What follows belongs to an exercise in optimizing a design on an open flow for small area, a short achievable clock period and few clock cycles; a production flow would make more cautious choices. At most, simulation tests tie the RTL to the original design; equivalence was not proved. Power figures rest on the tool's default switching activity, not on a simulated workload.

// cs281_dl_rx
module cs281_dl_rx (
    input  wire       clk,
    input  wire       rst,         
    input  wire       in_valid,
    input  wire [7:0] in_data,
    output wire       in_ready,
    output wire       ev_valid,
    input  wire       ev_ready,
    output wire [1:0] ev_kind,
    output wire [7:0] ev_data,
    output wire       ev_last,
    output wire [7:0] fault
);
For scale: ~33 I/O pins, roughly 0.013 mm^2 of cells after synthesis.
Settings: LEC_CHECK=0, ABC_CLOCK_PERIOD_IN_PS=2500, CAP_MARGIN=20, CORE_MARGIN=2, CORE_UTILIZATION=40, CTS_BUF_LIST=sky130_fd_sc_hd__clkbuf_16, CTS_CLUSTER_DIAMETER=100, CTS_CLUSTER_SIZE=30, PLACE_DENSITY=0.6, SLEW_MARGIN=20; clock period 8.0 ns.
standard.sh (not shown) runs the stock make flow with config.mk's settings and CLKGATE_MAP_FILE= SYNTH_SCRIPT=/design/flow/synth_recipe.tcl, a recipe that flattens the netlist after the stock synthesis.
==> flow/flow/run.sh <==
#!/bin/bash
# Standard layout, with a tighter timing-repair target and faster port buffers.
set -euo pipefail
bash standard.sh SETUP_SLACK_MARGIN=5.3 "BUFFER_PORTS_ARGS=-buffer_cell sky130_fd_sc_hd__buf_2" finish > standard_flow.log 2>&1
Then changed:
--- a/flow/design.v
+++ b/flow/design.v
@@ -29,28 +29,27 @@
     reg        dwem;                    
     reg        full;                    
     reg        qe;                      
     reg        p_esc, p_hi0;            
     reg        wpar;                    
     reg        q0s;                     
     reg        f_any, f_ovf;            
     reg  [SQ-1:0] sq;                   
     reg  [SQ-1:0] th;                   
-    reg           push_q, good_q;       
     reg        r_pos0, r_esc, r_emit, r_stop;    
     reg        fc_start, fc_esc, fc_rc, fc_la;   
     reg        in_ready_q;
     reg        wr_ok_q;                 
     reg        wr_en_q;                 
     reg        ev_valid_q, skip_q;      
     reg  [1:0] ev_kind_q;
     reg        ev_last_q;
-    wire qfull   = full && !th[0] && !push_q;
+    wire qfull   = full && !th[0];
     wire accept  = in_valid && in_ready_q;
     wire wr      = in_valid && wr_en_q;
     wire comp    = (in_data == STOP) && !qe && !p_esc;
     wire push    = wr && comp;
     wire good    = p_hi0 && !wpar;
     wire consume = skip_q || (ev_valid_q && ev_ready);
     wire pop     = skip_q && r_stop;    
     integer i;
     always @(posedge clk) begin
@@ -75,68 +74,60 @@
             full <= 1'b0;
         else if (wr && !consume)
             full <= !rempty && (dr == 6'd2);     
         else if (consume && !wr)
             full <= 1'b0;
     end
     wire f_any_n = f_any || (accept && (qfull || (comp && !q0s)));
     wire full_n  = (wr && !consume) ? (!rempty && (dr == 6'd2))
                  : (consume && !wr) ? 1'b0 : full;
-    wire th0_n   = push_q || (pop ? th[1] : th[0]);
-    wire qfull_n = full_n && !th0_n && !wr;
-    wire hold_n  = f_any || (accept && (qfull || (!qe && !q0s)));
-    wire sq_room = !th[SQ-2] && !(th[SQ-3] && push_q);
+    wire th0_n   = push || (pop ? th[1] : th[0]);
+    wire qfull_n = full_n && !th0_n;
     always @(posedge clk) begin
         if (rst) begin
             qe    <= 1'b1;
             f_any <= 1'b0;
             f_ovf <= 1'b0;
             in_ready_q <= 1'b1;
             wr_ok_q    <= 1'b1;
             wr_en_q    <= 1'b1;
         end else begin
             f_any <= f_any_n;
             if (accept && qfull) f_ovf <= 1'b1;
-            in_ready_q <= !hold_n && sq_room && (qfull_n || wr_ok_n);
+            in_ready_q <= !f_any_n && !th[SQ-2] && (qfull_n || wr_ok_n);
             wr_ok_q    <= wr_ok_n;
-            wr_en_q    <= !hold_n && sq_room && !qfull_n && wr_ok_n;
+            wr_en_q    <= !f_any_n && !th[SQ-2] && !qfull_n && wr_ok_n;
             if (wr) begin
                 qe   <= comp;
                 wpar <= !qe && (wpar ^ (^in_data));
             end
         end
     end
     always @(posedge clk) begin
         if (wr) begin
             p_esc <= (in_data == ESC);
             p_hi0 <= (in_data[7:1] == 7'd0);
             if (qe) q0s <= (in_data == START);
         end
     end
     integer k;
     always @(posedge clk) begin
         if (rst) begin
-            push_q <= 1'b0;
-        end else begin
-            push_q <= push;
-        end
-        good_q <= good;
-        if (rst) begin
             th <= {SQ{1'b0}};
-        end else if (push_q && !pop) begin
+        end else if (push && !pop) begin
             th <= {th[SQ-2:0], 1'b1};
-        end else if (pop && !push_q) begin
+        end else if (pop && !push) begin
             th <= {1'b0, th[SQ-1:1]};
         end
         for (k = 0; k < SQ; k = k + 1) begin
-            if (push_q && (pop ? (th[k] && (k == SQ-1 || !th[k+1]))
-                               : ((k == 0 || th[k-1]) && !th[k])))
-                sq[k] <= good_q;
+            if (push && (pop ? (th[k] && (k == SQ-1 || !th[k+1]))
+                             : ((k == 0 || th[k-1]) && !th[k])))
+                sq[k] <= good;
             else if (pop)
                 sq[k] <= (k == SQ-1) ? 1'b0 : sq[k+1];
         end
     end
     wire [7:0] m0 = ring[RP-1];
     wire [7:0] m1 = ring[RP-2];
     wire [7:0] m2 = ring[RP-3];
     wire [7:0] m3 = ring[RP-4];
     wire m0_esc  = (m0 == ESC);
Outcome: Maximum frequency barely changes. Area after synthesis stays flat. Die area hardly moves. Global-route usage goes up by 0.24 points. Core utilization goes up by 0.26 points. Critical path depth is unchanged. Setup slack gains 4.4 ps. Wire length goes up by 0.38%. Non-clock buffer count goes down by 1. Sequential power goes down by about 1%. Clock skew goes up by 7.3 ps. Total power goes down by 1.3%. Sequential cell count goes down by 2.
Testbench counts after the change, summed over its fixed seeds: cycles 24,382.
No functional check of the RTL was part of the first run of this note.

==> afterwards: timing with drivers on the ports <==
In the flow no input, the clock included, has a driving cell. The finished layouts below were timed again as built, in two steps.
Step 1 (the two cells are an assumption about what drives the block):
set clk [get_ports {clk}]
set_driving_cell -lib_cell sky130_fd_sc_hd__clkbuf_16 $clk
set_driving_cell -lib_cell sky130_fd_sc_hd__buf_2 [delete_from_list [all_inputs] $clk]
Step 2 times the ports against the registers' clock, not the clock port: input delays grow and output delays shrink by t, the midpoint of the rising clock arrivals with the driver on.
Slacks: ideal ports / drivers / drivers and shift; pairs: ideal ports / drivers.
run	t, ns	setup WS [ns]	hold WS [ns]	clock arrival spread, ns	worst slew at a driven data input, ns
the first run	0.572	5.348 / 5.305 / 4.972	0.331 / 0.331 / 0.331	0.012 / 0.012	0.06
the second run	0.571	5.353 / 5.309 / 4.823	0.320 / 0.320 / 0.320	0.020 / 0.020	0.03
After both steps every run listed still meets setup and hold. For the second run, which loses most, drivers alone change the setup slack by -0.044 ns; drivers and shift together by -0.530 ns.
